Context: an optimization exercise on an open-source flow, tuned for small area, a short achievable clock period and few clock cycles. The choices shown serve that exercise and are no tape-out recipe.
Where RTL was checked, it was by simulation tests only, not by an equivalence proof against the original.
For runs 3 and 4, only the layout was checked, not whether the RTL still works.
Power and IR drop assume default switching activity.

File: flow/run.sh
#!/bin/bash
# Layout: the standard flow (standard synthesis unchanged) with plain buffers on the
# ports and a larger setup margin for the resizer's timing repair. Each step's output goes
# to a log of its own.
set -euo pipefail
bash standard.sh synth > synth.log 2>&1
bash standard.sh finish SETUP_SLACK_MARGIN=6.5 "BUFFER_PORTS_ARGS=-buffer_cell sky130_fd_sc_hd__buf_1" > layout.log 2>&1
File: standard.sh
#!/bin/bash
# synth_recipe.tcl (not shown) runs the flow's synth.tcl, then flattens the netlist and writes it again
# the make line also repeats each setting of config.mk as NAME=value (left out here)
make -C /OpenROAD-flow-scripts/flow DESIGN_CONFIG=/design/flow/config.mk WORK_HOME=/design/flow/orfs CLKGATE_MAP_FILE= SYNTH_SCRIPT=/design/flow/synth_recipe.tcl "${@:-finish}"
File: config.mk
export PLATFORM = sky130hd
export DESIGN_NAME = hall_engine
export DESIGN_NICKNAME = hall_engine
export VERILOG_FILES = /design/flow/design.v
export SDC_FILE = /design/flow/constraint.sdc
export NUM_CORES = 4
export LEC_CHECK = 0
export CAP_MARGIN = 20
export CORE_MARGIN = 2
export CORE_UTILIZATION = 60
export PLACE_DENSITY = 0.72
export SLEW_MARGIN = 20
File: constraint.sdc
create_clock -name core_clock -period 10.0 [get_ports {clk}]
set_input_delay 2.0000 -clock core_clock [delete_from_list [all_inputs] [get_ports {clk}]]
set_output_delay 2.0000 -clock core_clock [all_outputs]
set_load 0.01 [all_outputs]
File: design.v
module hall_engine (
    input  wire        clk,
    input  wire        rst,
    input  wire        ev_valid,
    input  wire [1:0]  ev_kind,       
    input  wire [31:0] ev_cmd,
    output wire        ev_ready,
    output reg         rsp_valid,
    output wire [31:0] rsp_result,
    output wire [7:0]  rsp_status,
    output wire        bus_valid,
    output reg         bus_write,
    output reg  [7:0]  bus_addr,
    output reg  [7:0]  bus_wdata,
    output wire [4:0]  bus_len,
    input  wire        bus_ready,
    input  wire        bus_ack,
    input  wire [23:0] bus_rdata,
    output wire        irq_request,
    input  wire        irq_grant,
    output reg         irq_release,
    output reg         sched_valid,
    output wire [15:0] sched_ms,
    output reg         cancel_valid,
    output reg         pub_valid,
    output wire [1:0]  pub_zone,
    output reg         log_valid,
    output wire [2:0]  log_code,
    output reg         alive,
    output reg         dead
);
    localparam [7:0] ADDR_ID      = 8'h00;
    localparam [7:0] ID_VALUE     = 8'h5A;
    localparam [7:0] SAMPLE_ADDR  = 8'h10;
    localparam [7:0] ADDR_INTSRS  = 8'h20;
    localparam [7:0] ADDR_HTH_H   = 8'h21;
    localparam [7:0] ADDR_LATCH   = 8'h25;
    localparam [7:0] ADDR_OPF     = 8'h30;
    localparam [7:0] ADDR_SRST    = 8'h3F;
    localparam [15:0] DELAY_MIN   = 16'd10;
    localparam [15:0] DELAY_RESET = 16'd200;
    localparam [1:0]  ZONE_A = 2'd0, ZONE_B = 2'd1, ZONE_C = 2'd2;
    localparam [2:0] ST_OK = 3'd0, ST_TRANSPORT = 3'd1, ST_IRQATTACH = 3'd3,
                     ST_CAL = 3'd5, ST_ILLEGAL = 3'd6;
    localparam [4:0]
        S_IDLE  = 5'd0,  S_DEC   = 5'd1,  S_I0    = 5'd2,  S_ISR   = 5'd3,
        S_IID   = 5'd4,  S_IPD   = 5'd5,  S_DEAD  = 5'd6,  S_W1    = 5'd7,
        S_MS    = 5'd8,  S_IRQ   = 5'd9,  S_DPEN  = 5'd10, S_DTYPE = 5'd11,
        S_THR   = 5'd12, S_DDET  = 5'd13, S_SPRD  = 5'd14, S_SP2   = 5'd15,
        S_SPTYPE= 5'd16, S_C1    = 5'd17, S_C2    = 5'd18, S_C3    = 5'd19,
        S_CRD   = 5'd20, S_CR0   = 5'd21, S_CRIRQ = 5'd22, S_CR2   = 5'd23,
        S_CRPD  = 5'd24, S_KWAIT = 5'd25, S_CRF   = 5'd26;
    localparam [2:0]
        OP_WSTAT = 3'd0, OP_REGRD = 3'd1, OP_CHKID = 3'd2, OP_DISABLE = 3'd3,
        OP_MEAS  = 3'd4, OP_ENABLE = 3'd5, OP_DETINT = 3'd6, OP_WORKER = 3'd7;
    localparam [4:0]
        K_ILLEGAL = 5'd0,  K_ENC = 5'd1, K_DEC = 5'd2, K_CLS = 5'd3, K_UPDTHR = 5'd4,
        K_GETZONE = 5'd5,  K_MODEPD = 5'd6, K_MODEMEAS = 5'd7, K_MODEFUSE = 5'd8,
        K_DETPOLL = 5'd9,  K_DETINT = 5'd10, K_ENABLE = 5'd11, K_DISABLE = 5'd12,
        K_SETDLY = 5'd13,  K_GETEN = 5'd14, K_GETDLY = 5'd15, K_SETDBG = 5'd16,
        K_GETDBG = 5'd17,  K_SETTH = 5'd18, K_GETTH = 5'd19, K_SETTL = 5'd20,
        K_GETTL = 5'd21,   K_SETPOL = 5'd22, K_GETPOL = 5'd23, K_CAL = 5'd24,
        K_GETREF = 5'd25,  K_GETCALST = 5'd26, K_CALAPPLY = 5'd27,
        K_REGRD = 5'd28,   K_REGWR = 5'd29, K_CHKID = 5'd30, K_GETSHADOW = 5'd31;
    reg [7:0]         opf, intsrs;
    reg               enabled, debug;
    reg [15:0]        delay;
    reg [1:0]         last_zone;
    reg signed [15:0] th, tl, cal_ref, pol;
    reg               cal_high_done, cal_low_done;
    reg               irq_attached;
    reg               pending;
    reg [4:0]  state;
    reg [2:0]  op;
    reg        rdy;              
    reg        breq;             
    reg        len3;             
    reg [2:0]  thr_k;            
    reg        thr_sp;           
    reg        tw;               
    reg        irq_req;
    reg        sched_zero;
    reg        log4;
    reg [15:0] res;              
    reg        res_sgn;
    reg [2:0]  st;
    reg        pd_valid;
    reg [1:0]  pd_kind;
    reg [4:0]  pd_k;
    reg [7:0]  pd_a;
    reg [15:0] pd_imm;
    reg [3:0]  s_intsrs;         
    reg [2:0]  s_opf;            
    reg        s_was;
    reg [1:0]  c_pass;
    reg        c_fail;           
    reg        c_ok;             
    reg [3:0]  c_cnt;
    reg [3:0]  d_rem;
    reg [9:0]  samp;             
    reg        samp_v;
    reg        d_neg;
    assign ev_ready    = rdy;
    assign bus_valid   = breq;
    assign bus_len     = {3'b000, len3, 1'b1};
    assign irq_request = irq_req;
    assign sched_ms    = sched_zero ? 16'h0000 : delay;
    assign pub_zone    = last_zone;
    assign log_code    = {log4, 1'b0, ~log4};
    assign rsp_result  = {{16{res_sgn}}, res};
    assign rsp_status  = {5'b00000, st};
    wire res10   = opf[4];
    wire det_int = intsrs[7];
    wire beside  = intsrs[6];
    wire pol_pos = ~pol[15] & (pol[14:0] != 15'd0);
    function [15:0] encode;
        input               r10;
        input signed [17:0] v;
        reg signed [17:0]   c;
        begin
            if (r10) begin
                if (v < -18'sd512)      c = -18'sd512;
                else if (v > 18'sd511)  c = 18'sd511;
                else                    c = v;
                encode = {c[9], c[8], 6'b000000, c[7:0]};
            end else begin
                if (v < -18'sd128)      c = -18'sd128;
                else if (v > 18'sd127)  c = 18'sd127;
                else                    c = v;
                encode = {8'h00, c[7:0]};
            end
        end
    endfunction
    function [1:0] classify;
        input signed [15:0] raw;
        input signed [15:0] t_hi;
        input signed [15:0] t_lo;
        input               ppos;
        begin
            if (ppos) begin
                if (raw >= t_hi)      classify = ZONE_C;
                else if (raw <= t_lo) classify = ZONE_A;
                else                  classify = ZONE_B;
            end else begin
                if (raw <= t_lo)      classify = ZONE_C;
                else if (raw >= t_hi) classify = ZONE_A;
                else                  classify = ZONE_B;
            end
        end
    endfunction
    function [4:0] dbit;
        input [3:0] r;
        input       b;
        reg   [4:0] t;
        begin
            t = {r, b};
            dbit = (t >= 5'd10) ? {1'b1, t[3:0] - 4'd10} : {1'b0, t[3:0]};
        end
    endfunction
    wire [9:0] s10 = res10 ? {bus_rdata[15], bus_rdata[14], bus_rdata[23:16]}
                           : {bus_rdata[23], bus_rdata[23], bus_rdata[23:16]};
    wire drdy = bus_rdata[0];
    wire th_big = ~th[15] & (th[14:9] != 6'b000000);    
    wire th_sml =  th[15] & (th[14:9] != 6'b111111);    
    wire tl_big = ~tl[15] & (tl[14:9] != 6'b000000);
    wire tl_sml =  tl[15] & (tl[14:9] != 6'b111111);
    wire signed [9:0] s10s = s10;
    wire signed [9:0] th10 = th[9:0];
    wire signed [9:0] tl10 = tl[9:0];
    wire s_ge_th = th_sml | (~th_big & (s10s >= th10));
    wire s_le_tl = tl_big | (~tl_sml & (s10s <= tl10));
    wire [1:0] s_zone = pol_pos ? (s_ge_th ? ZONE_C : (s_le_tl ? ZONE_A : ZONE_B))
                                : (s_le_tl ? ZONE_C : (s_ge_th ? ZONE_A : ZONE_B));
    wire [1:0] p_cls  = classify(pd_imm, th, tl, pol_pos);
    wire [2:0]  thr_n    = thr_k;
    wire        bes_eff  = tw ? bus_wdata[6] : beside;
    wire        thr_add  = bes_eff ^ thr_n[1];
    wire signed [15:0] thr_base = thr_n[1] ? tl : th;
    wire [9:0]  thr_sum  = thr_base[9:0] + (thr_add ? 10'd15 : -10'd15);
    wire t_hi10 = thr_add ? (thr_base >  16'sd496) : (thr_base >  16'sd526);
    wire t_lo10 = thr_add ? (thr_base < -16'sd527) : (thr_base < -16'sd497);
    wire t_hi8  = thr_add ? (thr_base >  16'sd112) : (thr_base >  16'sd142);
    wire t_lo8  = thr_add ? (thr_base < -16'sd143) : (thr_base < -16'sd113);
    wire [9:0]  thr_c    = res10 ? (t_hi10 ? 10'h1FF : t_lo10 ? 10'h200 : thr_sum)
                                 : (t_hi8  ? 10'h07F : t_lo8  ? 10'h380 : thr_sum);
    wire [7:0]  thr_data = thr_n[2] ? 8'h01 : (thr_n[0] ? thr_c[7:0] : {res10 & thr_c[9], res10 & thr_c[8], 6'b000000});
    wire [7:0]  thr_addr = ADDR_HTH_H + {5'd0, thr_n};
    wire       lz_b      = (last_zone == ZONE_B);
    wire       type_chg  = (beside == lz_b);
    wire [7:0] type_data = {intsrs[7], ~lz_b, intsrs[5:0]};
    wire        acc_on  = samp_v;
    wire        d_corr  = d_neg & (d_rem != 4'd0);
    wire [15:0] sum_b   = acc_on ? {{6{samp[9]}}, samp} : {15'd0, d_corr};
    wire        d_first = (c_cnt == 4'd10);
    wire        d_run   = c_ok & ~samp_v & (c_cnt != 4'd15);
    wire [15:0] sum_add = res + sum_b;
    wire [3:0]  d_rin   = d_first ? (res[15] ? 4'd9 : 4'd0) : d_rem;
    wire [4:0]  d_s2    = dbit(d_rin, res[14]);
    wire [4:0]  d_s1    = dbit(d_s2[3:0], res[13]);
    wire [4:0]  d_s0    = dbit(d_s1[3:0], res[12]);
    wire [6:0]  d_step  = {d_s2[4], d_s1[4], d_s0[4], d_s0[3:0]};
    wire        d_done  = ~c_ok | (~samp_v & (c_cnt == 4'd15));
    wire [7:0]  e_op  = ev_cmd[31:24];
    wire [7:0]  e_a   = ev_cmd[23:16];
    wire [15:0] e_imm = ev_cmd[15:0];
    wire        a0    = (e_a == 8'h00);
    wire        a01   = (e_a[7:1] == 7'h00);
    wire        i0    = (e_imm == 16'h0000);
    reg  [4:0]  e_k;
    always @(*) begin
        e_k = K_ILLEGAL;
        case (e_op)
            8'h01: if (a01) e_k = K_ENC;
            8'h02: if (a01) e_k = K_DEC;
            8'h10: if (a0) e_k = K_CLS;
            8'h11: if (a0 && i0) e_k = K_UPDTHR;
            8'h12: if (a0 && i0) e_k = K_GETZONE;
            8'h20: if (i0) begin
                       if (e_a == 8'h00) e_k = K_MODEPD;
                       else if (e_a == 8'h01) e_k = K_MODEMEAS;
                       else if (e_a == 8'h02) e_k = K_MODEFUSE;
                   end
            8'h21: if (i0) begin
                       if (e_a == 8'h00) e_k = K_DETPOLL;
                       else if (e_a == 8'h01) e_k = K_DETINT;
                   end
            8'h22: if (a0 && i0) e_k = K_ENABLE;
            8'h23: if (a0 && i0) e_k = K_DISABLE;
            8'h24: if (a0) e_k = K_SETDLY;
            8'h25: if (a0 && i0) e_k = K_GETEN;
            8'h26: if (a0 && i0) e_k = K_GETDLY;
            8'h27: if (a01 && i0) e_k = K_SETDBG;
            8'h28: if (a0 && i0) e_k = K_GETDBG;
            8'h30: if (a0) e_k = K_SETTH;
            8'h31: if (a0 && i0) e_k = K_GETTH;
            8'h32: if (a0) e_k = K_SETTL;
            8'h33: if (a0 && i0) e_k = K_GETTL;
            8'h34: if (a0) e_k = K_SETPOL;
            8'h35: if (a0 && i0) e_k = K_GETPOL;
            8'h40: if (a0 && i0) e_k = K_CAL;
            8'h41: if (i0 && (e_a == 8'h01 || e_a == 8'h02)) e_k = K_CAL;
            8'h42: if (a0 && i0) e_k = K_GETREF;
            8'h43: if (a0 && i0) e_k = K_GETCALST;
            8'h44: if (i0 && (e_a == 8'h01 || e_a == 8'h02)) e_k = K_CALAPPLY;
            8'h50: if (i0) e_k = K_REGRD;
            8'h51: if (e_imm[15:8] == 8'h00) e_k = K_REGWR;
            8'h52: if (a0 && i0) e_k = K_CHKID;
            8'h53: if (a01 && i0) e_k = K_GETSHADOW;
            default: e_k = K_ILLEGAL;
        endcase
    end
    wire signed [15:0] p_simm = pd_imm;
    wire e_hi10 = ~pd_imm[15] &  (|pd_imm[14:9]);
    wire e_lo10 =  pd_imm[15] & ~(&pd_imm[14:9]);
    wire e_hi8  = ~pd_imm[15] &  (|pd_imm[14:7]);
    wire e_lo8  =  pd_imm[15] & ~(&pd_imm[14:7]);
    wire [9:0] e_c = pd_a[0] ? (e_hi10 ? 10'h1FF : e_lo10 ? 10'h200 : pd_imm[9:0])
                             : (e_hi8  ? 10'h07F : e_lo8  ? 10'h380 : pd_imm[9:0]);
    wire [15:0] p_enc = {pd_a[0] & e_c[9], pd_a[0] & e_c[8], 6'b000000, e_c[7:0]};
    wire [15:0] p_dec = pd_a[0] ? {{6{pd_imm[15]}}, pd_imm[15], pd_imm[14], pd_imm[7:0]}
                                : {{8{pd_imm[7]}}, pd_imm[7:0]};
    wire        dly_lo = ~(|pd_imm[15:4]) & ~(pd_imm[3] & (pd_imm[2] | pd_imm[1]));   
    wire [15:0] p_dly = dly_lo ? DELAY_MIN : pd_imm;
    wire        p_apply_th = (pol_pos == (pd_a[1:0] == 2'd1));
    wire [15:0] p_apply = cal_ref + (p_apply_th ? -16'sd12 : 16'sd12);
    localparam [4:0]
        RQ_SRST = 5'd0,  RQ_ID    = 5'd1,  RQ_PD    = 5'd2,  RQ_MS    = 5'd3,
        RQ_FUSE = 5'd4,  RQ_DP    = 5'd5,  RQ_TYPE  = 5'd6,  RQ_THR   = 5'd7,
        RQ_DET  = 5'd8,  RQ_SAMP  = 5'd9,  RQ_CALI  = 5'd10, RQ_C40   = 5'd11,
        RQ_CRI  = 5'd12, RQ_CRO   = 5'd13, RQ_CRPD  = 5'd14, RQ_REGRD = 5'd15,
        RQ_REGWR = 5'd16;
    localparam [2:0]
        FR_ZERO = 3'd0, FR_CMD = 3'd1, FR_RD = 3'd2, FR_ID = 3'd3, FR_Q = 3'd4;
    reg        iss_c;
    reg [4:0]  rq_c;
    reg        fin_c;
    reg [2:0]  fr_c;
    reg [2:0]  fst_c;
    function [17:0] gen;
        input [4:0] rq;
        reg        g_wr, g_l3;
        reg [7:0]  g_addr, g_data;
        begin
        g_wr = 1'b1; g_l3 = 1'b0; g_addr = ADDR_OPF; g_data = 8'h00;
        case (rq)
            RQ_SRST:  begin g_addr = ADDR_SRST; g_data = 8'h01; end
            RQ_ID:    begin g_wr = 1'b0; g_addr = ADDR_ID; end
            RQ_PD:    g_data = opf & 8'hFE;
            RQ_MS:    g_data = (opf & 8'hFD) | 8'h01;
            RQ_FUSE:  g_data = opf | 8'h03;
            RQ_DP:    begin g_addr = ADDR_INTSRS; g_data = intsrs & 8'h7F; end
            RQ_TYPE:  begin g_addr = ADDR_INTSRS; g_data = type_data; end
            RQ_THR:   begin g_addr = thr_addr; g_data = thr_data; end
            RQ_DET:   begin g_addr = ADDR_INTSRS; g_data = intsrs | 8'h80; end
            RQ_SAMP:  begin g_wr = 1'b0; g_l3 = 1'b1; g_addr = SAMPLE_ADDR; end
            RQ_CALI:  begin g_addr = ADDR_INTSRS; g_data = intsrs & 8'h78; end
            RQ_C40:   g_data = (opf & 8'hF0) | 8'h0D;
            RQ_CRI:   begin g_addr = ADDR_INTSRS; g_data = {s_intsrs[3], intsrs[6:3], s_intsrs[2:0]}; end
            RQ_CRO:   g_data = (opf & 8'hE0) | {3'b000, s_opf, 2'b01};
            RQ_CRPD:  g_data = (bus_ack ? bus_wdata : opf) & 8'hFE;
            RQ_REGRD: begin g_wr = 1'b0; g_addr = pd_a; end
            RQ_REGWR: begin g_addr = pd_a; g_data = pd_imm[7:0]; end
            default: ;
        endcase
        gen = {g_wr, g_l3, g_addr, g_data};
        end
    endfunction
    reg [4:0] rq_cmd, rq_spec;
    always @(*) begin
        case (pd_k)
            K_UPDTHR:   rq_cmd = RQ_THR;
            K_MODEMEAS: rq_cmd = RQ_MS;
            K_MODEFUSE: rq_cmd = RQ_FUSE;
            K_DETPOLL:  rq_cmd = RQ_DP;
            K_DETINT:   rq_cmd = type_chg ? RQ_TYPE : RQ_THR;
            K_ENABLE:   rq_cmd = !det_int ? RQ_DP : type_chg ? RQ_TYPE : RQ_THR;
            K_CAL:      rq_cmd = RQ_CALI;
            K_REGRD:    rq_cmd = RQ_REGRD;
            K_REGWR:    rq_cmd = RQ_REGWR;
            K_CHKID:    rq_cmd = RQ_ID;
            default:    rq_cmd = RQ_PD;         
        endcase
        case (state)
            S_I0:     rq_spec = RQ_SRST;
            S_ISR:    rq_spec = RQ_ID;
            S_IID:    rq_spec = RQ_PD;
            S_IDLE:   rq_spec = (pd_valid && pd_kind == 2'd0) ? rq_cmd : RQ_SAMP;
            S_DEC:    rq_spec = rq_cmd;
            S_MS:     rq_spec = RQ_SAMP;
            S_IRQ:    rq_spec = RQ_SAMP;
            S_DPEN:   rq_spec = RQ_MS;
            S_DTYPE:  rq_spec = RQ_THR;
            S_DDET:   rq_spec = RQ_MS;
            S_THR:    rq_spec = (thr_k != 3'd5) ? RQ_THR : RQ_DET;
            S_SP2:    rq_spec = type_chg ? RQ_TYPE : RQ_THR;
            S_SPTYPE: rq_spec = RQ_THR;
            S_C1:     rq_spec = RQ_PD;
            S_C2:     rq_spec = RQ_C40;
            S_C3:     rq_spec = RQ_SAMP;
            S_CRD:    rq_spec = (c_cnt == 4'd9) ? RQ_CRI : RQ_SAMP;
            S_CRF:    rq_spec = RQ_CRI;
            S_CR0:    rq_spec = RQ_CRO;
            S_CRIRQ:  rq_spec = RQ_CRO;
            S_CR2:    rq_spec = RQ_CRPD;
            default:  rq_spec = RQ_SAMP;
        endcase
    end
    reg [15:0] c_res;
    reg        c_sgn;
    reg [2:0]  c_st;
    always @(*) begin
        c_res = 16'h0; c_sgn = 1'b0; c_st = ST_OK;
        case (pd_k)
            K_ILLEGAL:  c_st = ST_ILLEGAL;
            K_ENC:      c_res = p_enc;
            K_DEC:      begin c_res = p_dec; c_sgn = p_dec[15]; end
            K_CLS:      c_res = {14'h0, p_cls};
            K_GETZONE:  c_res = {14'h0, last_zone};
            K_GETEN:    c_res = {15'h0, enabled};
            K_GETDLY:   c_res = delay;
            K_GETDBG:   c_res = {15'h0, debug};
            K_GETTH:    begin c_res = th; c_sgn = th[15]; end
            K_GETTL:    begin c_res = tl; c_sgn = tl[15]; end
            K_GETPOL:   begin c_res = pol; c_sgn = pol[15]; end
            K_GETREF:   begin c_res = cal_ref; c_sgn = cal_ref[15]; end
            K_GETCALST: c_res = {14'h0, cal_low_done, cal_high_done};
            K_GETSHADOW: c_res = {8'h00, pd_a[0] ? intsrs : opf};
            default: ;
        endcase
    end
    task finish;
        input [2:0]  r;
        input [2:0]  s;
        begin
            fin_c = 1'b1; fr_c = r; fst_c = s;
        end
    endtask
    task issue;
        input [4:0] code;
        input [4:0] ns;
        begin
            iss_c = 1'b1; rq_c = code;
            state <= ns;
        end
    endtask
    task sp_end;
        begin
            if (enabled && !det_int) begin
                sched_valid <= 1'b1; sched_zero <= 1'b0; pending <= 1'b1;
            end
            if (op == OP_ENABLE) enabled <= 1'b1;
            finish(FR_ZERO, ST_OK);
        end
    endtask
    task start_di;
        begin
            if (type_chg) issue(RQ_TYPE, S_DTYPE);
            else begin
                thr_k <= 3'd1; thr_sp <= 1'b0;
                issue(RQ_THR, S_THR);
            end
        end
    endtask
    task start_ms;
        begin
            issue(RQ_MS, S_MS);
        end
    endtask
    task start_cr;
        begin
            issue(RQ_CRI, S_CR0);
        end
    endtask
    task kfin;
        input f;
        begin
            if (c_ok && !d_done) state <= S_KWAIT;
            else begin
                if (c_ok) cal_ref <= sum_add;
                if (f) finish(FR_ZERO, ST_CAL);
                else begin
                    finish(FR_Q, ST_OK);
                    if (c_pass == 2'd1) cal_high_done <= 1'b1;
                    if (c_pass == 2'd2) cal_low_done  <= 1'b1;
                end
            end
        end
    endtask
    task exec_ev;
        input [1:0] k;
        begin
            case (k)
                2'd1: begin
                    if (pending) begin
                        pending <= 1'b0;
                        op <= OP_WORKER;
                        rdy <= 1'b0;
                        issue(RQ_SAMP, S_SPRD);
                    end else rsp_valid <= 1'b1;
                end
                2'd2: begin
                    if (irq_attached) begin
                        sched_valid <= 1'b1; sched_zero <= 1'b1; pending <= 1'b1;
                    end
                    rsp_valid <= 1'b1;
                end
                default: rsp_valid <= 1'b1;
            endcase
        end
    endtask
    task exec_cmd;
        begin
            rdy <= 1'b0;
            case (pd_k)
                K_UPDTHR: begin
                    op <= OP_WSTAT; thr_k <= 3'd1; thr_sp <= 1'b0;
                    issue(RQ_THR, S_THR);
                end
                K_MODEPD: begin
                    if (irq_attached) begin irq_release <= 1'b1; irq_attached <= 1'b0; end
                    op <= OP_WSTAT;
                    issue(RQ_PD, S_W1);
                end
                K_MODEMEAS: begin op <= OP_MEAS; start_ms; end
                K_MODEFUSE: begin
                    op <= OP_WSTAT;
                    issue(RQ_FUSE, S_W1);
                end
                K_DETPOLL: begin
                    op <= OP_WSTAT;
                    issue(RQ_DP, S_W1);
                end
                K_DETINT: begin op <= OP_DETINT; start_di; end
                K_ENABLE: begin
                    if (enabled) finish(FR_ZERO, ST_OK);
                    else begin
                        op <= OP_ENABLE;
                        if (det_int) start_di;
                        else issue(RQ_DP, S_DPEN);
                    end
                end
                K_DISABLE: begin
                    if (!enabled) finish(FR_ZERO, ST_OK);
                    else begin
                        cancel_valid <= 1'b1; pending <= 1'b0;
                        if (irq_attached) begin irq_release <= 1'b1; irq_attached <= 1'b0; end
                        op <= OP_DISABLE;
                        issue(RQ_PD, S_W1);
                    end
                end
                K_SETDLY: begin
                    delay <= p_dly;
                    if (enabled && !det_int) begin
                        cancel_valid <= 1'b1;
                        sched_valid <= 1'b1; sched_zero <= 1'b0; pending <= 1'b1;
                    end
                    finish(FR_CMD, c_st);
                end
                K_SETDBG: begin debug <= pd_a[0]; finish(FR_CMD, c_st); end
                K_SETTH: begin th <= pd_imm; finish(FR_CMD, c_st); end
                K_SETTL: begin tl <= pd_imm; finish(FR_CMD, c_st); end
                K_SETPOL: begin pol <= pd_imm; finish(FR_CMD, c_st); end
                K_CAL: begin
                    s_intsrs <= {intsrs[7], intsrs[2:0]}; s_opf <= opf[4:2]; s_was <= irq_attached;
                    c_pass <= pd_a[1:0]; c_fail <= 1'b0; c_ok <= 1'b0;
                    if (irq_attached) begin irq_release <= 1'b1; irq_attached <= 1'b0; end
                    issue(RQ_CALI, S_C1);
                end
                K_CALAPPLY: begin
                    if (p_apply_th) th <= p_apply; else tl <= p_apply;
                    finish(FR_CMD, c_st);
                end
                K_REGRD: begin
                    op <= OP_REGRD;
                    issue(RQ_REGRD, S_W1);
                end
                K_REGWR: begin
                    op <= OP_WSTAT;
                    issue(RQ_REGWR, S_W1);
                end
                K_CHKID: begin
                    op <= OP_CHKID;
                    issue(RQ_ID, S_W1);
                end
                default:    finish(FR_CMD, c_st);
            endcase
        end
    endtask
    wire bus_done = breq & bus_ready;
    wire ok       = bus_ack;
    always @(posedge clk) begin
        pd_kind <= ev_kind;
        pd_k    <= e_k;
        pd_a    <= e_a;
        pd_imm  <= e_imm;
        if (rst) begin
            opf           <= 8'h00;
            intsrs        <= 8'h00;
            enabled       <= 1'b0;
            debug         <= 1'b0;
            delay         <= DELAY_RESET;
            last_zone     <= ZONE_B;
            th            <= 16'sd100;
            tl            <= -16'sd100;
            cal_ref       <= 16'sd0;
            pol           <= -16'sd1;
            cal_high_done <= 1'b0;
            cal_low_done  <= 1'b0;
            irq_attached  <= 1'b0;
            pending       <= 1'b0;
            state         <= S_I0;
            rdy           <= 1'b0;
            breq          <= 1'b0;
            irq_req       <= 1'b0;
            pd_valid      <= 1'b0;
            thr_k         <= 3'd0;
            c_ok          <= 1'b0;
            samp_v        <= 1'b0;
            rsp_valid     <= 1'b0;
            irq_release   <= 1'b0;
            sched_valid   <= 1'b0;
            cancel_valid  <= 1'b0;
            pub_valid     <= 1'b0;
            log_valid     <= 1'b0;
            alive         <= 1'b0;
            dead          <= 1'b0;
        end else begin
            iss_c = 1'b0; rq_c = RQ_SRST; fin_c = 1'b0; fr_c = FR_ZERO; fst_c = ST_OK;
            rsp_valid    <= 1'b0;
            irq_release  <= 1'b0;
            sched_valid  <= 1'b0;
            cancel_valid <= 1'b0;
            pub_valid    <= 1'b0;
            log_valid    <= 1'b0;
            irq_req      <= 1'b0;
            pd_valid <= ev_valid & ~rdy;
            if (bus_done) begin
                breq <= 1'b0;
                if (bus_ack && bus_write) begin
                    if (bus_addr == ADDR_OPF)    opf    <= bus_wdata;
                    if (bus_addr == ADDR_INTSRS) intsrs <= bus_wdata;
                end
            end
            samp_v <= 1'b0;
            if (samp_v) res <= sum_add;
            if (d_run) begin
                c_cnt   <= c_cnt + 4'd1;
                if (d_first) d_neg <= res[15];
                res[14:0] <= {res[11:0], d_step[6:4]};
                d_rem   <= d_step[3:0];
            end
            case (state)
            S_I0: issue(RQ_SRST, S_ISR);
            S_ISR: if (bus_ready) begin
                if (!ok) begin dead <= 1'b1; state <= S_DEAD; end
                else issue(RQ_ID, S_IID);
            end
            S_IID: if (bus_ready) begin
                if (!ok || bus_rdata[7:0] != ID_VALUE) begin dead <= 1'b1; state <= S_DEAD; end
                else issue(RQ_PD, S_IPD);
            end
            S_IPD: if (bus_ready) begin
                if (!ok) begin dead <= 1'b1; state <= S_DEAD; end
                else begin alive <= 1'b1; rdy <= 1'b1; state <= S_IDLE; end
            end
            S_DEAD: ;
            S_IDLE: begin
                if (pd_valid) begin
                    if (pd_kind == 2'd0) exec_cmd;
                    else exec_ev(pd_kind);
                end else if (ev_valid) begin
                    if (ev_kind == 2'd0) begin rdy <= 1'b0; state <= S_DEC; end
                    else exec_ev(ev_kind);
                end
            end
            S_DEC: exec_cmd;
            S_W1: if (bus_ready) begin
                case (op)
                    OP_REGRD:   finish(FR_RD, ok ? ST_OK : ST_TRANSPORT);
                    OP_CHKID:   finish(FR_ID, ok ? ST_OK : ST_TRANSPORT);
                    OP_DISABLE: begin
                        if (ok) enabled <= 1'b0;
                        finish(FR_ZERO, ok ? ST_OK : ST_TRANSPORT);
                    end
                    default:    finish(FR_ZERO, ok ? ST_OK : ST_TRANSPORT);
                endcase
            end
            S_MS: if (bus_ready) begin
                if (!ok) finish(FR_ZERO, ST_TRANSPORT);
                else if (det_int && !irq_attached) begin
                    irq_req <= 1'b1; state <= S_IRQ;
                end else if (op == OP_ENABLE) begin
                    if (!det_int) begin
                        sched_valid <= 1'b1; sched_zero <= 1'b0; pending <= 1'b1;
                        enabled <= 1'b1;
                        finish(FR_ZERO, ST_OK);
                    end else issue(RQ_SAMP, S_SPRD);
                end else finish(FR_ZERO, ST_OK);
            end
            S_IRQ: begin
                if (irq_grant) irq_attached <= 1'b1;
                if (op == OP_ENABLE && irq_grant) issue(RQ_SAMP, S_SPRD);
                else finish(FR_ZERO, irq_grant ? ST_OK : ST_IRQATTACH);
            end
            S_DPEN: if (bus_ready) begin
                if (!ok) finish(FR_ZERO, ST_TRANSPORT);
                else start_ms;
            end
            S_DTYPE: if (bus_ready) begin
                if (!ok) finish(FR_ZERO, ST_TRANSPORT);
                else begin
                    thr_k <= 3'd1; thr_sp <= 1'b0;
                    issue(RQ_THR, S_THR);
                end
            end
            S_DDET: if (bus_ready) begin
                if (!ok) finish(FR_ZERO, ST_TRANSPORT);
                else if (op == OP_ENABLE) start_ms;
                else finish(FR_ZERO, ST_OK);
            end
            S_THR: if (bus_ready) begin
                if (!ok || thr_k == 3'd5) thr_k <= 3'd0;
                if (!ok) begin
                    if (thr_sp) begin
                        log_valid <= 1'b1; log4 <= 1'b0;
                        sp_end;
                    end else finish(FR_ZERO, ST_TRANSPORT);
                end else if (thr_k != 3'd5) begin
                    thr_k <= thr_k + 3'd1;
                    issue(RQ_THR, S_THR);
                end else if (thr_sp) sp_end;
                else if (op == OP_WSTAT) finish(FR_ZERO, ST_OK);
                else issue(RQ_DET, S_DDET);
            end
            S_SPRD: if (bus_ready) begin
                if (!ok) begin
                    log_valid <= 1'b1; log4 <= 1'b0;
                    sp_end;
                end else if (!drdy) begin
                    log_valid <= 1'b1; log4 <= 1'b1;
                    sp_end;
                end else begin
                    last_zone <= s_zone;
                    pub_valid <= 1'b1;
                    if (det_int) state <= S_SP2;
                    else sp_end;
                end
            end
            S_SP2: begin
                if (type_chg) issue(RQ_TYPE, S_SPTYPE);
                else begin
                    thr_k <= 3'd1; thr_sp <= 1'b1;
                    issue(RQ_THR, S_THR);
                end
            end
            S_SPTYPE: if (bus_ready) begin
                if (!ok) begin
                    log_valid <= 1'b1; log4 <= 1'b0;
                    sp_end;
                end else begin
                    thr_k <= 3'd1; thr_sp <= 1'b1;
                    issue(RQ_THR, S_THR);
                end
            end
            S_C1: if (bus_ready) begin
                if (!ok) begin c_fail <= 1'b1; state <= S_CRF; end
                else issue(RQ_PD, S_C2);
            end
            S_C2: if (bus_ready) begin
                if (!ok) begin c_fail <= 1'b1; state <= S_CRF; end
                else issue(RQ_C40, S_C3);
            end
            S_C3: if (bus_ready) begin
                if (!ok) begin c_fail <= 1'b1; state <= S_CRF; end
                else begin
                    c_cnt <= 4'd0; res <= 16'h0;
                    issue(RQ_SAMP, S_CRD);
                end
            end
            S_CRD: if (bus_ready) begin
                if (!ok || !drdy) begin c_fail <= 1'b1; state <= S_CRF; end
                else begin
                    samp <= s10; samp_v <= 1'b1;
                    c_cnt <= c_cnt + 4'd1;
                    if (c_cnt == 4'd9) begin
                        c_ok <= 1'b1;
                        start_cr;
                    end else issue(RQ_SAMP, S_CRD);
                end
            end
            S_CRF: start_cr;
            S_CR0: if (bus_ready) begin
                if (!ok) c_fail <= 1'b1;
                if (s_was) begin irq_req <= 1'b1; state <= S_CRIRQ; end
                else issue(RQ_CRO, S_CR2);
            end
            S_CRIRQ: begin
                if (irq_grant) irq_attached <= 1'b1;
                else c_fail <= 1'b1;
                issue(RQ_CRO, S_CR2);
            end
            S_CR2: if (bus_ready) begin
                if (!ok) c_fail <= 1'b1;
                if (!enabled) begin
                    if (irq_attached) begin irq_release <= 1'b1; irq_attached <= 1'b0; end
                    issue(RQ_CRPD, S_CRPD);
                end else kfin(c_fail | !ok);
            end
            S_CRPD: if (bus_ready) begin
                if (!ok) c_fail <= 1'b1;
                kfin(c_fail | !ok);
            end
            S_KWAIT: kfin(c_fail);
            default: state <= S_IDLE;
            endcase
            if (!breq || bus_ready) begin
                {bus_write, len3, bus_addr, bus_wdata} <= gen(rq_spec);
                tw <= (rq_spec == RQ_TYPE);
            end
            if (iss_c) breq <= 1'b1;
            if (fin_c) begin
                case (fr_c)
                    FR_CMD:  begin res <= c_res; res_sgn <= c_sgn; end
                    FR_RD:   begin res <= ok ? {8'h00, bus_rdata[7:0]} : 16'h0; res_sgn <= 1'b0; end
                    FR_ID:   begin res <= {15'h0, ok && bus_rdata[7:0] == ID_VALUE}; res_sgn <= 1'b0; end
                    FR_Q:    begin res <= sum_add; res_sgn <= sum_add[15]; end
                    default: begin res <= 16'h0; res_sgn <= 1'b0; end
                endcase
                st <= fst_c;
                rsp_valid <= 1'b1;
                rdy <= 1'b1;
                state <= S_IDLE;
            end
        end
    end
endmodule
==> results.yml, run 1 <==
timing:
  finalHoldViolCount: 0
  finClkSkew_ps: 24.0
  slew_violations: 0
  period_needed_ps: 3750
  rsz0062_at_grt: "yes"
  whs_ps: 469
  totalNegativeSetupSlack_ps: 0
  fmax_ghz: 0.267
  slew_headroom_pct: 25.4
  timing.final.crit_share_pct: 37.5
  worst_pin_slew_ps: 1110
  fin_ws_ps: 6250
  setup_viol: 0
setup_path:
  cp_data_required_time_ps: 10300
  path_class: "reg -> reg"
  start_kind: "register"
  ff2ff_path_depth: 18
  r2r_setup_slack_ps: 6250
  crit-reg2reg-launch: "c_cnt[0]"
  worst_ep_arrival_time_ps: 4050
  worstReg2RegEnd: "res[0]"
  end_kind: "register"
  cp_max_fo: 5
place:
  pre_cts_ws_ps: 5390
  routabilityCongestion: 1.02
  postPlaceCellArea_um2: 18700
  portBuffers: 141
  place_hpwl_um: 49000
yosys:
  netlist_area_um2: 18000
  yosysTopAreaCellShare_pct: 17.5
  yosysMostFrequentCell: "nor2_1"
  yosysWarnings: 1
  synthTopCellsByArea: "dfxtp_1 17%, edfxtp_1 13%, ha_1 6.6%"
  synthTopCellsByCount: "234 x nor2_1, 233 x nand2_1, 157 x dfxtp_1"
  synthFlopType: "dfxtp_1"
  syn_inst: 2270
  syn_area_per_cell_um2: 7.91
  synth_cell_types: 101
  ys_seq_area_share_pct: 30.0
  ys_ff_latch: 232
  synth.largest_area_cell: "dfxtp_1"
  synth_enable_flop_cells: 75
  ys_async_sr_fraction_pct: 0
hold_path:
  hp-class: "reg -> reg"
  min_to: "pd_valid"
  hold_path_depth: 1
  min_from: "rdy"
floorplanning:
  pin_count: 158
  rows: 63
  dieArea_um2: 31300
  die_w_um: 177
  start_util_pct: 60.8
  die_h_um: 177
  core_area_um2: 29600
power:
  peakVddDrop_uv: 143
  power.density_nw_per_um2: 156
  p_leak_nw: 7.88
status:
  status: "timing/DRC/antenna clean"
detailed_routing:
  routed_via_density: 7.07
  route.vias.total: 19900
  finalWirelength_um: 69800
  ant_nets: 0
  wl_per_cell_um: 24.9
  drt-pass1-iter-count: 8
  drtIter0Drc: 3428
  drc: 0
clock_tree:
  cts_root_buf: "clkbuf_16"
  numCtsBuffers: 27
  cts_tree: "done"
  cts_max_path_buffers: 3
  clkLatencyLatePin_ps: 570
  htreeDepth: 1
  clk_pin_slew_ps: 60
  clock_sinks: 232
global_routing:
  overflow: 0
  antenna_found_initial: 4
  grt_pass1_vias: 18000
  track_usage_pct: 42.5
  grt_max_degree: 60
  grt_pass1_wl_um: 104000
final_layout:
  antenna_cells: 0
  area_growth_pct: 16.6
  drive_gt1_share_pct: 13.8
  finalNetCount: 2559
  final_area_um2: 20900
run:
  cap_violations: 0
==> per-layer routing <==
metal	vias up	GRT usage [%]	wire, µm
met1	9249	56.8	26400
met3	289	10.1	9620
li1	8743	-	-
met4	0	19.2	3810
met5	-	0	0
met2	1571	64.9	30000
==> critical path, cell delays in order (launching register included) <==
cell      delay (ps)
edfxtp_1         400
inv_1             80
ha_2             210
nand3b_1         190
buf_4            200
buf_6            100
buf_6            100
buf_6            100
buf_6            100
buf_6            110
a311o_1          410
nand2_2          120
buf_4            120
buf_4            110
nor2_1            50
mux2i_1          370
or3b_1           420
o2111a_1         150
nand3b_1         150
==> flip-flops by register name (all words and copies together) (netlist names), 4 cells and up <==
signal	cells
pd_a	8
s_intsrs	4
bus_addr	8
pd_imm	16
opf	8
bus_wdata	8
cal_ref	16
samp	10
tl	16
res	16
pd_k	5
d_rem	4
delay	16
intsrs	8
state	5
c_cnt	4
pol	16
th	16
==> per-stage QoR <==
step	total power [W]	cells	utilization, %
2_1_floorplan	0.00185	2278	-
3_3_place_gp	0.00209	2683	63.1
3_5_place_dp	0.00210	2683	63.2
4_1_cts	0.00316	2782	68.8
5_1_grt	0.00338	2808	70.9
6_report	0.00327	2808	70.9
==> power breakdown <==
group | internal [W] | switching, W | leakage [nW]
clock | 0.000594 | 0.000423 | 0.451
sequential | 0.00106 | 0.0000743 | 1.99
combinational | 0.000398 | 0.000723 | 5.44
total | 0.00205 | 0.00122 | 7.88
==> cell usage in the layout (no fill, tap or decap), types with 15 or more instances in the layout <==
| cell type | n |
|---|---|
| a211oi_1 | 30 |
| a21o_1 | 22 |
| a21oi_1 | 147 |
| a221oi_1 | 20 |
| a22oi_1 | 41 |
| a31oi_1 | 37 |
| and2_1 | 21 |
| buf_1 | 117 |
| buf_4 | 76 |
| buf_6 | 26 |
| clkbuf_16 | 29 |
| dfxtp_1 | 152 |
| edfxtp_1 | 75 |
| ha_1 | 90 |
| inv_1 | 81 |
| mux2i_1 | 58 |
| nand2_1 | 228 |
| nand2b_1 | 24 |
| nand3_1 | 81 |
| nand3b_1 | 15 |
| nand4_1 | 35 |
| nor2_1 | 224 |
| nor2b_1 | 34 |
| nor3_1 | 68 |
| nor4_1 | 19 |
| o211ai_1 | 24 |
| o21ai_0 | 125 |
| or3_1 | 19 |
| xnor2_1 | 28 |
| xor2_1 | 15 |
==> repair_timing <==
action | CTS | global route
gates resized for setup | 88 | 107
hold buffers | 0 | 0
endpoints found under the setup margin | 119 | 77
pin swaps | 29 | 29
gates cloned | 2 | 0
setup buffers | 47 | 26
==> layout make-up <==
cell class | instances | area (µm²)
Timing Repair Buffer | 243 | 1550
Clock buffer | 36 | 762
Tap cell | 390 | 488
Clock inverter | 14 | 151
Fill cell | 2432 | 8610
Inverter | 87 | 338
Sequential cell | 232 | 5400
Multi-Input combinational cell | 1806 | 12200
==> kinds of logic after synthesis <==
group / synth area share, %
compound gates: 25.2
fa+ha+maj: 6.95
other cells: 0.0418
flops: 30.0
xor+xnor: 2.34
simple gates: 25.7
mux: 3.72
buf+inv: 6.05
==> how the worst max path moves through the flow <==
stage          startpoint      end  slack, ps  cells after the start
6_report         c_cnt[0]   res[0]       6250                     18
3_3_place_gp      bus_ack  samp[8]       5390                      6
5_1_grt          c_cnt[0]   res[0]       6150                     18
3_5_place_dp      bus_ack  samp[8]       5390                      6
4_1_cts           pol[11]   tl[12]       6290                     14
2_1_floorplan   bus_ready   res[1]       6220                      7
Testbench counts, summed over its fixed seeds: cycles 11,798.
==> run 2, diff against run 1 <==
--- a/flow/run.sh
+++ b/flow/run.sh
@@ -4,4 +4,4 @@
 # to a log of its own.
 set -euo pipefail
 bash standard.sh synth > synth.log 2>&1
-bash standard.sh finish SETUP_SLACK_MARGIN=6.5 "BUFFER_PORTS_ARGS=-buffer_cell sky130_fd_sc_hd__buf_1" > layout.log 2>&1
+bash standard.sh finish SETUP_SLACK_MARGIN=6.5 "BUFFER_PORTS_ARGS=-buffer_cell sky130_fd_sc_hd__buf_4" > layout.log 2>&1
--- a/config.mk
+++ b/config.mk
@@ -7,6 +7,5 @@
 export LEC_CHECK = 0
 export CAP_MARGIN = 20
 export CORE_MARGIN = 2
-export CORE_UTILIZATION = 60
-export PLACE_DENSITY = 0.72
+export CORE_UTILIZATION = 40
 export SLEW_MARGIN = 20
==> run 2 against run 1 <==
Effect of this change: non-clock buffer count down 12; worst hold slack better by 7.6 ps; sequential share of layout area down 0.76 points; highest routed layer unchanged; global-route usage down 12 points; via count down 3.8%; utilization down 22 points; still clean; clock power up 6%; die area up 49%; critical path type is now reg -> out.
==> results.yml, run 2 <==
status:
  status: "timing/DRC/antenna clean"
clock_tree:
  cts_max_path_buffers: 3
  clkLatencyLatePin_ps: 580
  cts_root_buf: "clkbuf_16"
  numCtsBuffers: 29
  cts_tree: "done"
  clk_pin_slew_ps: 60
  clock_sinks: 232
  htreeDepth: 1
final_layout:
  area_growth_pct: 20.1
  drive_gt1_share_pct: 18.3
  final_cell_mix: "228 x nand2_1, 224 x nor2_1, 212 x buf_4, 152 x dfxtp_1, 147 x a21oi_1"
  final_common_cell: "nand2_1"
  utilization_pct: 48.7
  antenna_cells: 0
  finalNetCount: 2549
yosys:
  synth_enable_flop_cells: 75
  synth-xor-area-share_pct: 2.34
  synth_fa_ha_area_share_pct: 6.95
  syn_inst: 2270
  synthTopCellsByCount: "234 x nor2_1, 233 x nand2_1, 157 x dfxtp_1"
  synth_compound_area_share_pct: 25.2
  syn_area_per_cell_um2: 7.91
  netlist_area_um2: 18000
  synth.largest_area_cell: "dfxtp_1"
  synthFlopType: "dfxtp_1"
  synth_cell_types: 101
  synth-simple-area-share_pct: 25.7
  ys_async_sr_fraction_pct: 0
  synth.area.mux_share_pct: 3.72
  yosysTopAreaCellShare_pct: 17.5
  ys_seq_area_share_pct: 30.0
  synth_top_family_by_area: "simple AND/OR/NAND/NOR gates"
  yosysWarnings: 1
  synthTopCellsByArea: "dfxtp_1 17%, edfxtp_1 13%, ha_1 6.6%"
  ys_ff_latch: 232
  yosysMostFrequentCell: "nor2_1"
place:
  place_hpwl_um: 54300
  portBuffers: 141
  pre_cts_ws_ps: 5430
  routabilityCongestion: 0.984
detailed_routing:
  ant_nets: 0
  wl_per_cell_um: 24.8
  drt-pass1-iter-count: 6
  route.vias.total: 19100
  drc: 0
  drtIter0Drc: 2169
  finalWirelength_um: 74400
  routed_via_density: 6.36
global_routing:
  grt_pass1_wl_um: 111000
  grt_pass1_vias: 17700
  overflow: 0
  antenna_found_initial: 3
  grt_max_degree: 64
  track_usage_pct: 30.6
timing:
  whs_ps: 476
  slew_headroom_pct: 21.4
  totalNegativeSetupSlack_ps: 0
  finalHoldViolCount: 0
  rsz0062_at_grt: "yes"
  setup_viol: 0
  fmax_ghz: 0.280
  fin_ws_ps: 6420
  period_needed_ps: 3580
  timing.final.crit_share_pct: 35.8
  slew_violations: 0
  worst_pin_slew_ps: 1180
  finClkSkew_ps: 10.3
setup_path:
  cp_top_family: "buffers and inverters"
  cp_data_required_time_ps: 8000
  cp_slowest_stage_delay_ps: 420
  crit_chain: "buf_8 -> clkbuf_16 -> nor2b_1 -> buf_4"
  worst_ep_arrival_time_ps: 1580
  crit_slowest_cell: "edfxtp_1"
  start_kind: "register"
  cp_max_fo: 7
  end_kind: "primary output"
  path_class: "reg -> out"
  cp_num_buf_inv: 3
floorplanning:
  start_util_pct: 40.5
  rows: 77
  pin_count: 158
  die_h_um: 216
  dieArea_um2: 46600
  die_w_um: 216
  core_area_um2: 44300
power:
  power.density_nw_per_um2: 156
  peakVddDrop_uv: 133
  p_leak_nw: 8.25
hold_path:
  hp-class: "reg -> reg"
run:
  cap_violations: 0
[run 2: changes by cell type in the layout (fill, tap and decap cells not counted), moves of 5 or more]
cell        delta
clkinvlp_4     +5
clkbuf_2       -5
buf_2         -10
buf_6         -15
buf_1        -117
buf_4        +136
[run 2: layer usage]
| layer | wire length, µm | track usage [%] | vias up |
|---|---|---|---|
| li1 | - | - | 8703 |
| met1 | 33000 | 44.6 | 9287 |
| met4 | 2150 | 7.81 | 0 |
| met3 | 6370 | 3.38 | 133 |
| met2 | 32800 | 47.9 | 972 |
| met5 | 0 | 0 | - |
[run 2: cell type report]
type / count / area, µm²
tap: 592 / 741
clock inverter: 20 / 206
fill: 4384 / 22700
inverter: 87 / 338
clock buffer: 33 / 751
sequential: 232 / 5400
multi-input combinational: 1806 / 12200
timing repair buffer: 231 / 1890
[run 2: report_power, final]
group	leakage [nW]	internal (W)	switching (W)
logic	5.81	0.000435	0.000707
registers	1.99	0.00106	0.0000802
clock network	0.456	0.000620	0.000456
total	8.25	0.00212	0.00124
[run 2: worst paths after layout]
| kind | slack [ps] | end | start | cells after the start |
|---|---|---|---|---|
| min reg2reg | 480 | alive | alive | 2 |
| max reg2reg | 6420 | res[0] | c_cnt[0] | 18 |
| min | 480 | alive | alive | 2 |
| max | 6420 | sched_ms[14] | sched_zero | 4 |
[run 2: cells by family after synthesis]
| kind of cell | after synthesis |
|---|---|
| AND/OR/NAND/NOR | 913 |
| AO/OA/AOI/OAI | 671 |
| buffers and inverters | 240 |
| flip-flops | 232 |
| adder cells (fa/ha/maj) | 98 |
| multiplexers | 66 |
| XOR/XNOR | 48 |
| other | 2 |
[run 2: worst min-delay path, cell delays in order (launching register included)]
cell	delay, ps
dfxtp_1	330
nor2_1	50
nor2_1	70
[run 2: through the flow]
stage / cell area, µm² / power [W] / cells
4_1_cts: 21100 / 0.00330 / 2979
3_3_place_gp: 19400 / 0.00217 / 2880
6_report: 21600 / 0.00336 / 3001
3_5_place_dp: 19400 / 0.00217 / 2880
5_1_grt: 21600 / 0.00350 / 3001
2_1_floorplan: 18200 / 0.00185 / 2278
[run 2: timing repair]
action                     4_1_cts  5_1_grt
gates cloned                     1        1
hold buffers                     0        0
pin swaps                       27       24
setup endpoints to repair      123       79
resized for setup               71       69
setup buffers                   45       21
==> run 3, diff against run 2 <==
--- a/design.v
+++ b/design.v
@@ -49,7 +49,7 @@
         S_THR   = 5'd12, S_DDET  = 5'd13, S_SPRD  = 5'd14, S_SP2   = 5'd15,
         S_SPTYPE= 5'd16, S_C1    = 5'd17, S_C2    = 5'd18, S_C3    = 5'd19,
         S_CRD   = 5'd20, S_CR0   = 5'd21, S_CRIRQ = 5'd22, S_CR2   = 5'd23,
-        S_CRPD  = 5'd24, S_KWAIT = 5'd25, S_CRF   = 5'd26;
+        S_CRPD  = 5'd24, S_KWAIT = 5'd25;
     localparam [2:0]
         OP_WSTAT = 3'd0, OP_REGRD = 3'd1, OP_CHKID = 3'd2, OP_DISABLE = 3'd3,
         OP_MEAS  = 3'd4, OP_ENABLE = 3'd5, OP_DETINT = 3'd6, OP_WORKER = 3'd7;
@@ -338,7 +338,6 @@
             S_C2:     rq_spec = RQ_C40;
             S_C3:     rq_spec = RQ_SAMP;
             S_CRD:    rq_spec = (c_cnt == 4'd9) ? RQ_CRI : RQ_SAMP;
-            S_CRF:    rq_spec = RQ_CRI;
             S_CR0:    rq_spec = RQ_CRO;
             S_CRIRQ:  rq_spec = RQ_CRO;
             S_CR2:    rq_spec = RQ_CRPD;
@@ -527,6 +526,8 @@
         end
     endtask
     wire bus_done = breq & bus_ready;
+    wire cal_step = (state == S_C1) | (state == S_C2) | (state == S_C3) | (state == S_CRD);
+    wire cal_fail = cal_step & (~bus_ack | ((state == S_CRD) & ~bus_rdata[0]));
     wire ok       = bus_ack;
     always @(posedge clk) begin
         pd_kind <= ev_kind;
@@ -703,22 +704,22 @@
                 end
             end
             S_C1: if (bus_ready) begin
-                if (!ok) begin c_fail <= 1'b1; state <= S_CRF; end
+                if (!ok) begin c_fail <= 1'b1; start_cr; end
                 else issue(RQ_PD, S_C2);
             end
             S_C2: if (bus_ready) begin
-                if (!ok) begin c_fail <= 1'b1; state <= S_CRF; end
+                if (!ok) begin c_fail <= 1'b1; start_cr; end
                 else issue(RQ_C40, S_C3);
             end
             S_C3: if (bus_ready) begin
-                if (!ok) begin c_fail <= 1'b1; state <= S_CRF; end
+                if (!ok) begin c_fail <= 1'b1; start_cr; end
                 else begin
                     c_cnt <= 4'd0; res <= 16'h0;
                     issue(RQ_SAMP, S_CRD);
                 end
             end
             S_CRD: if (bus_ready) begin
-                if (!ok || !drdy) begin c_fail <= 1'b1; state <= S_CRF; end
+                if (!ok || !drdy) begin c_fail <= 1'b1; start_cr; end
                 else begin
                     samp <= s10; samp_v <= 1'b1;
                     c_cnt <= c_cnt + 4'd1;
@@ -728,7 +729,6 @@
                     end else issue(RQ_SAMP, S_CRD);
                 end
             end
-            S_CRF: start_cr;
             S_CR0: if (bus_ready) begin
                 if (!ok) c_fail <= 1'b1;
                 if (s_was) begin irq_req <= 1'b1; state <= S_CRIRQ; end
@@ -754,7 +754,8 @@
             default: state <= S_IDLE;
             endcase
             if (!breq || bus_ready) begin
-                {bus_write, len3, bus_addr, bus_wdata} <= gen(rq_spec);
+                if (cal_fail) {bus_write, len3, bus_addr, bus_wdata} <= gen(RQ_CRI);
+                else          {bus_write, len3, bus_addr, bus_wdata} <= gen(rq_spec);
                 tw <= (rq_spec == RQ_TYPE);
             end
             if (iss_c) breq <= 1'b1;
--- a/config.mk
+++ b/config.mk
@@ -7,5 +7,6 @@
 export LEC_CHECK = 0
 export CAP_MARGIN = 20
 export CORE_MARGIN = 2
-export CORE_UTILIZATION = 40
+export CORE_UTILIZATION = 55
+export PLACE_DENSITY = 0.68
 export SLEW_MARGIN = 20
==> run 3 against run 2 <==
Effect of this change: still clean; synthesized cell count grew 4.0%; utilization grew 19 points; fmax shrank 4.8%; flip-flop and latch count is the same; first-iteration DRC count grew 44%; via count grew 7.0%; combinational power grew 12%; power grew 4.7%; critical path type is now reg -> reg.
==> results.yml, run 3 <==
power:
  p_leak_nw: 8.53
  power.density_nw_per_um2: 160
  peakVddDrop_uv: 156
  p_total_w: 0.00352
final_layout:
  utilization_pct: 67.3
  fill_cells: 2749
  final_cell_mix: "228 x nor2_1, 226 x nand2_1, 214 x buf_4, 153 x a21oi_1, 150 x dfxtp_1"
  finalNetCount: 2622
  final_common_cell: "nor2_1"
  drive_gt1_share_pct: 19.1
  area_growth_pct: 19.8
floorplanning:
  die_w_um: 187
  rows: 66
  pin_count: 158
  start_util_pct: 56.1
  die_h_um: 187
  dieArea_um2: 34900
  core_area_um2: 32700
place:
  portBuffers: 141
  pre_cts_ws_ps: 5230
  place_hpwl_um: 52100
  routabilityCongestion: 1.00
timing:
  worst_pin_slew_ps: 1080
  whs_ps: 460
  finalHoldViolCount: 0
  timing.final.crit_share_pct: 37.6
  rsz0062_at_grt: "yes"
  slew_violations: 0
  fmax_ghz: 0.266
  fin_ws_ps: 6240
  setup_viol: 0
  totalNegativeSetupSlack_ps: 0
  slew_headroom_pct: 27.4
  period_needed_ps: 3760
  finClkSkew_ps: 22.7
yosys:
  yosysWarnings: 1
  ys_ff_latch: 232
  yosysTopAreaCellShare_pct: 17.1
  synthFlopType: "dfxtp_1"
  ys_seq_area_share_pct: 29.4
  syn_inst: 2360
  synthTopCellsByCount: "235 x nor2_1, 229 x nand2_1, 164 x a21oi_1"
  netlist_area_um2: 18400
  ys_async_sr_fraction_pct: 0
  syn_area_per_cell_um2: 7.78
  synth_cell_types: 93
  synth.largest_area_cell: "dfxtp_1"
  yosysMostFrequentCell: "nor2_1"
  synthTopCellsByArea: "dfxtp_1 17%, edfxtp_1 12%, ha_1 6.5%"
  synth_enable_flop_cells: 75
setup_path:
  worst_ep_arrival_time_ps: 4170
  crit_chain: "inv_1 -> ha_2 -> nand3b_1 -> a21oi_2 -> ha_2 -> a21oi_4 -> or2_4 -> xnor2_4 -> nand2_2 -> ha_4 -> nand3_2 -> o211ai_1 -> o21ai_1 -> xnor2_1 -> inv_1 -> ha_4 -> buf_4 -> a21oi_2 -> o21ai_1 -> a31oi_1"
  crit_slowest_cell: "edfxtp_1"
  cp_num_buf_inv: 3
  worstReg2RegEnd: "d_rem[1]"
  cp_data_required_time_ps: 10410
  path_class: "reg -> reg"
  cp_top_family: "compound AO/OA/AOI/OAI gates"
  end_kind: "register"
  ff2ff_path_depth: 20
  r2r_setup_slack_ps: 6240
  crit-reg2reg-launch: "c_cnt[0]"
  cp_slowest_stage_delay_ps: 400
  cp_max_fo: 6
  start_kind: "register"
hold_path:
  hold_path_depth: 1
  min_to: "pd_valid"
  hp-class: "reg -> reg"
  min_from: "rdy"
global_routing:
  grt_max_degree: 63
  grt_pass1_wl_um: 109000
  track_usage_pct: 39.5
  antenna_found_initial: 0
  grt_pass1_vias: 18400
  overflow: 0
detailed_routing:
  finalWirelength_um: 73300
  ant_nets: 0
  wl_per_cell_um: 25.1
  drtIter0Drc: 3119
  routed_via_density: 6.99
  drc: 0
  drt-pass1-iter-count: 12
  route.vias.total: 20400
clock_tree:
  clkLatencyLatePin_ps: 590
  cts_root_buf: "clkbuf_16"
  clock_sinks: 232
  cts_max_path_buffers: 3
  numCtsBuffers: 27
  cts_tree: "done"
  clk_pin_slew_ps: 70
  htreeDepth: 1
run:
  cap_violations: 0
status:
  status: "timing/DRC/antenna clean"
## run 3: cell count changes after synthesis, sizes merged, moves of 8 or more
| cell | delta |
|---|---|
| a21oi | +11 |
| buf | -8 |
| clkbuf | +34 |
| nand4 | -9 |
| nor2b | +10 |
| nor3 | -15 |
| o211ai | +8 |
| o22ai | +8 |
| or4 | +8 |
## run 3: cells by family (layout without fill, tap and decap cells)
group | Yosys count | in the layout | share of synthesized area (%)
adder cells (fa/ha/maj) | 98 | 98 | 6.80
flip-flops | 232 | 232 | 29.4
multiplexers | 61 | 61 | 3.37
XOR/XNOR | 43 | 43 | 2.05
other | 2 | 11 | 0.0409
AO/OA/AOI/OAI | 735 | 735 | 26.9
buffers and inverters | 266 | 379 | 6.17
AND/OR/NAND/NOR | 923 | 923 | 25.3
## run 3: how the worst max path moves through the flow
stage / start / to / cells past startpoint
2_1_floorplan: ev_cmd[9] / pd_k[4] / 8
3_3_place_gp: bus_ack / res[0] / 7
3_5_place_dp: bus_ack / res[0] / 7
4_1_cts: ev_cmd[10] / pd_k[2] / 8
5_1_grt: c_cnt[0] / d_rem[1] / 20
6_report: c_cnt[0] / d_rem[1] / 20
## run 3: what timing repair did
action	CTS	global route
hold buffers	0	0
resized for setup	121	84
gates cloned	2	0
setup buffers	33	41
setup endpoints to repair	129	103
pin swaps	33	56
## run 3: cell type report
| cell class | instances | area, µm² | area share [%] |
|---|---|---|---|
| flip-flops and latches | 232 | 5410 | 24.6 |
| diodes | 1 | 2.50 | 0.0114 |
| multi-input cells | 1870 | 12700 | 57.8 |
| clock inverters | 17 | 188 | 0.853 |
| repair buffers | 242 | 2010 | 9.16 |
| clock buffers | 33 | 783 | 3.56 |
| well taps | 442 | 553 | 2.51 |
| inverters | 87 | 335 | 1.52 |
## run 3: report_power, final
| group | leakage (nW) | switching (W) | internal, W | total (W) |
|---|---|---|---|---|
| combinational | 6.06 | 0.000773 | 0.000504 | 0.00128 |
| clock | 0.472 | 0.000453 | 0.000639 | 0.00109 |
| sequential | 2.00 | 0.0000880 | 0.00106 | 0.00115 |
| total | 8.53 | 0.00131 | 0.00220 | 0.00352 |
## run 3: metrics by stage
step / cell area, µm² / instances
after global placement: 19500 / 2796
after global routing: 22000 / 2923
after detailed placement: 19500 / 2797
final: 22000 / 2924
after CTS: 21300 / 2882
after floorplan: 18600 / 2368
## run 3: metal layers
metal / track usage [%] / up-vias / wire length, µm
li1: - / 9031 / -
met3: 10.2 / 262 / 9900
met5: 0 / - / 0
met1: 53.8 / 9609 / 28400
met2: 59.9 / 1533 / 31300
met4: 15.3 / 0 / 3610
==> run 4, diff against run 3 <==
--- a/config.mk
+++ b/config.mk
@@ -7,6 +7,5 @@
 export LEC_CHECK = 0
 export CAP_MARGIN = 20
 export CORE_MARGIN = 2
-export CORE_UTILIZATION = 55
-export PLACE_DENSITY = 0.68
+export CORE_UTILIZATION = 40
 export SLEW_MARGIN = 20
==> run 4 against run 3 <==
Effect of this change: worst hold slack improved by 9.2 ps; area after synthesis unchanged; register-to-register slack improved by 60 ps; sequential share of layout area decreased by 0.12 points; utilization decreased by 19 points; clock power about the same; combinational power about the same; power decreased by 0.68%; fmax increased by 1.5%.
==> results.yml, run 4 <==
global_routing:
  grt_max_degree: 69
  grt_pass1_vias: 18200
  antenna_found_initial: 2
  grt_pass1_wl_um: 113000
  overflow: 0
  track_usage_pct: 30.8
clock_tree:
  numCtsBuffers: 29
  clk_pin_slew_ps: 60
  cts_hold_buf: 0
  htreeDepth: 1
  cts_tree: "done"
  clkLatencyLatePin_ps: 590
  cts_root_buf: "clkbuf_16"
  clock_sinks: 232
  cts_max_path_buffers: 3
place:
  routabilityCongestion: 0.981
  postPlaceCellArea_um2: 19800
  place_hpwl_um: 56100
  dp.cells: 2961
  portBuffers: 141
power:
  power.density_nw_per_um2: 158
  p_total_w: 0.00349
  peakVddDrop_uv: 125
  p_leak_nw: 8.48
yosys:
  synth_compound_area_share_pct: 26.9
  synth-simple-area-share_pct: 25.3
  synth.area.mux_share_pct: 3.37
  synthFlopType: "dfxtp_1"
  synth-xor-area-share_pct: 2.05
  syn_inst: 2360
  ys_async_sr_fraction_pct: 0
  syn_area_per_cell_um2: 7.78
  synth_top_family_by_area: "compound AO/OA/AOI/OAI gates"
  synthTopCellsByArea: "dfxtp_1 17%, edfxtp_1 12%, ha_1 6.5%"
  synth.largest_area_cell: "dfxtp_1"
  synth_fa_ha_area_share_pct: 6.80
  netlist_area_um2: 18400
  synthTopCellsByCount: "235 x nor2_1, 229 x nand2_1, 164 x a21oi_1"
  ys_seq_area_share_pct: 29.4
  synth_enable_flop_cells: 75
  yosysMostFrequentCell: "nor2_1"
  yosysWarnings: 1
  ys_ff_latch: 232
  yosysTopAreaCellShare_pct: 17.1
  synth_cell_types: 93
setup_path:
  start_kind: "register"
  worst_ep_arrival_time_ps: 4040
  path_class: "reg -> reg"
  worstReg2RegEnd: "res[0]"
  crit_start: "c_cnt[0]"
  r2r_setup_slack_ps: 6300
  worstSetupEndpoint: "res[0]"
  cp_data_required_time_ps: 10340
  ff2ff_path_depth: 20
  cp_max_fo: 5
  crit-reg2reg-launch: "c_cnt[0]"
  end_kind: "register"
hold_path:
  hp-class: "reg -> reg"
timing:
  finalHoldViolCount: 0
  totalNegativeSetupSlack_ps: 0
  slew_headroom_pct: 27.0
  worst_pin_slew_ps: 1090
  period_needed_ps: 3700
  fmax_ghz: 0.270
  rsz0062_at_grt: "yes"
  setup_viol: 0
  timing.final.crit_share_pct: 37.0
  slew_violations: 0
  finClkSkew_ps: 19.7
detailed_routing:
  drt-pass1-iter-count: 6
  finalWirelength_um: 76400
  drtIter0Drc: 2190
  route.vias.total: 19700
  ant_nets: 0
  routed_via_density: 6.40
  drc: 0
  wl_per_cell_um: 24.8
floorplanning:
  core_area_um2: 45400
  start_util_pct: 40.5
  die_w_um: 218
  die_h_um: 218
  rows: 78
  dieArea_um2: 47600
  pin_count: 158
final_layout:
  drive_gt1_share_pct: 18.9
  finalNetCount: 2618
  fill_cells: 4426
  final_cells: 3079
  final_area_um2: 22100
  area_growth_pct: 20.5
  antenna_cells: 0
  utilization_pct: 48.8
  final_cell_mix: "228 x nor2_1, 225 x nand2_1, 214 x buf_4, 152 x a21oi_1, 146 x dfxtp_1"
  final_common_cell: "nor2_1"
run:
  cap_violations: 0
status:
  status: "timing/DRC/antenna clean"
==> run 4: stage by stage <==
stage,hold slack [ps],setup WS [ps]
6_report,470,6300
5_1_grt,499,6130
2_1_floorplan,406,5990
3_5_place_dp,460,5260
4_1_cts,464,6360
3_3_place_gp,458,5300
==> run 4: layout make-up <==
class	instances	area [µm²]	area share, %
Clock buffer	42	816	3.69
Clock inverter	12	141	0.639
Inverter	87	332	1.50
Multi-Input combinational cell	1870	12700	57.5
Sequential cell	232	5420	24.5
Tap cell	600	751	3.39
Timing Repair Buffer	236	1940	8.77
==> run 4: logic make-up after synthesis <==
logic type,count (synthesis)
other,2
DFF,232
buffers and inverters,266
and+or+nand+nor,923
xor gates and xnor gates,43
adders and majority gates,98
AOI/OAI and AO/OA,735
muxes,61
==> run 4: power breakdown <==
group | leakage, nW | switching, W | internal [W] | total, W
clock | 0.462 | 0.000439 | 0.000640 | 0.00108
combinational | 6.03 | 0.000760 | 0.000507 | 0.00127
sequential | 1.99 | 0.0000876 | 0.00106 | 0.00115
total | 8.48 | 0.00129 | 0.00221 | 0.00349
==> run 4: worst min path at each step <==
stage | startpoint | to | cells after the start
after global routing | rdy | pd_valid | 1
after CTS | rdy | pd_valid | 1
final | rdy | pd_valid | 1
after detailed placement | rdy | pd_valid | 1
after global placement | cal_high_done | cal_high_done | 2
after floorplan | pd_a[0] | c_pass[0] | 0
==> run 4: repair_timing <==
item | 4_1_cts | 5_1_grt
gates resized for setup | 122 | 70
endpoints found under the hold margin | 0 | 0
endpoints found under the setup margin | 114 | 79
pin swaps | 30 | 53
cloned | 1 | 1
buffers inserted | 36 | 26
==> run 4: critical path, cell delays in order (launching register included) <==
cell and delay [ps]:
edfxtp_1 400, inv_1 80, ha_2 170, nand3b_1 180
a21oi_2 180, ha_2 220, a21oi_4 60, or2_4 280
xnor2_4 200, nand2_2 80, ha_4 190, o2111ai_1 130
o211ai_1 180, o21ai_1 190, xnor2_1 90, inv_1 130
ha_4 180, o21ai_2 60, nor3_2 190, nor4_2 50
a211o_1 220
==> run 4: layer usage <==
layer / share of wire, % / vias to the layer above / GRT usage (%)
li1: - / 9008 / -
met1: 43 / 9409 / 42.6
met2: 44 / 1138 / 47.5
met3: 10 / 164 / 6.64
met4: 3.5 / 0 / 10.2
met5: 0 / - / 0

==> what the ideal ports hide <==
In the flow no input, the clock included, has a driving cell. The finished layouts below were timed again as built, in two steps. Step 1 sets driving cells, clkbuf_16 on the clock port and buf_2 on the other inputs (assumed; they add their load-dependent delay and slew). Step 2, shift: input delay + t, output delay - t, t = (earliest + latest rising clock arrival at the registers) / 2. This alone moves slack from input paths to output paths. a / b / c = ideal ports / drivers / drivers and shift; a / b = the first two.
| run | t (ns) | setup WS [ns] | slew at the worst register clock pin (ns) | worst slew at a driven data input, ns |
|---|---|---|---|---|
| run 1 | 0.613 | 6.252 / 6.252 / 5.696 | 0.07 / 0.07 | 0.06 |
| run 2 | 0.631 | 6.424 / 6.366 / 5.761 | 0.07 / 0.07 | 0.14 |
| run 3 | 0.627 | 6.242 / 6.242 / 5.684 | 0.07 / 0.07 | 0.07 |
| run 4 | 0.638 | 6.299 / 6.299 / 5.715 | 0.06 / 0.06 | 0.06 |
After both steps setup and hold are still met in every run listed. For run 2, which loses most, drivers alone change the setup slack by -0.058 ns; drivers and shift together by -0.663 ns.
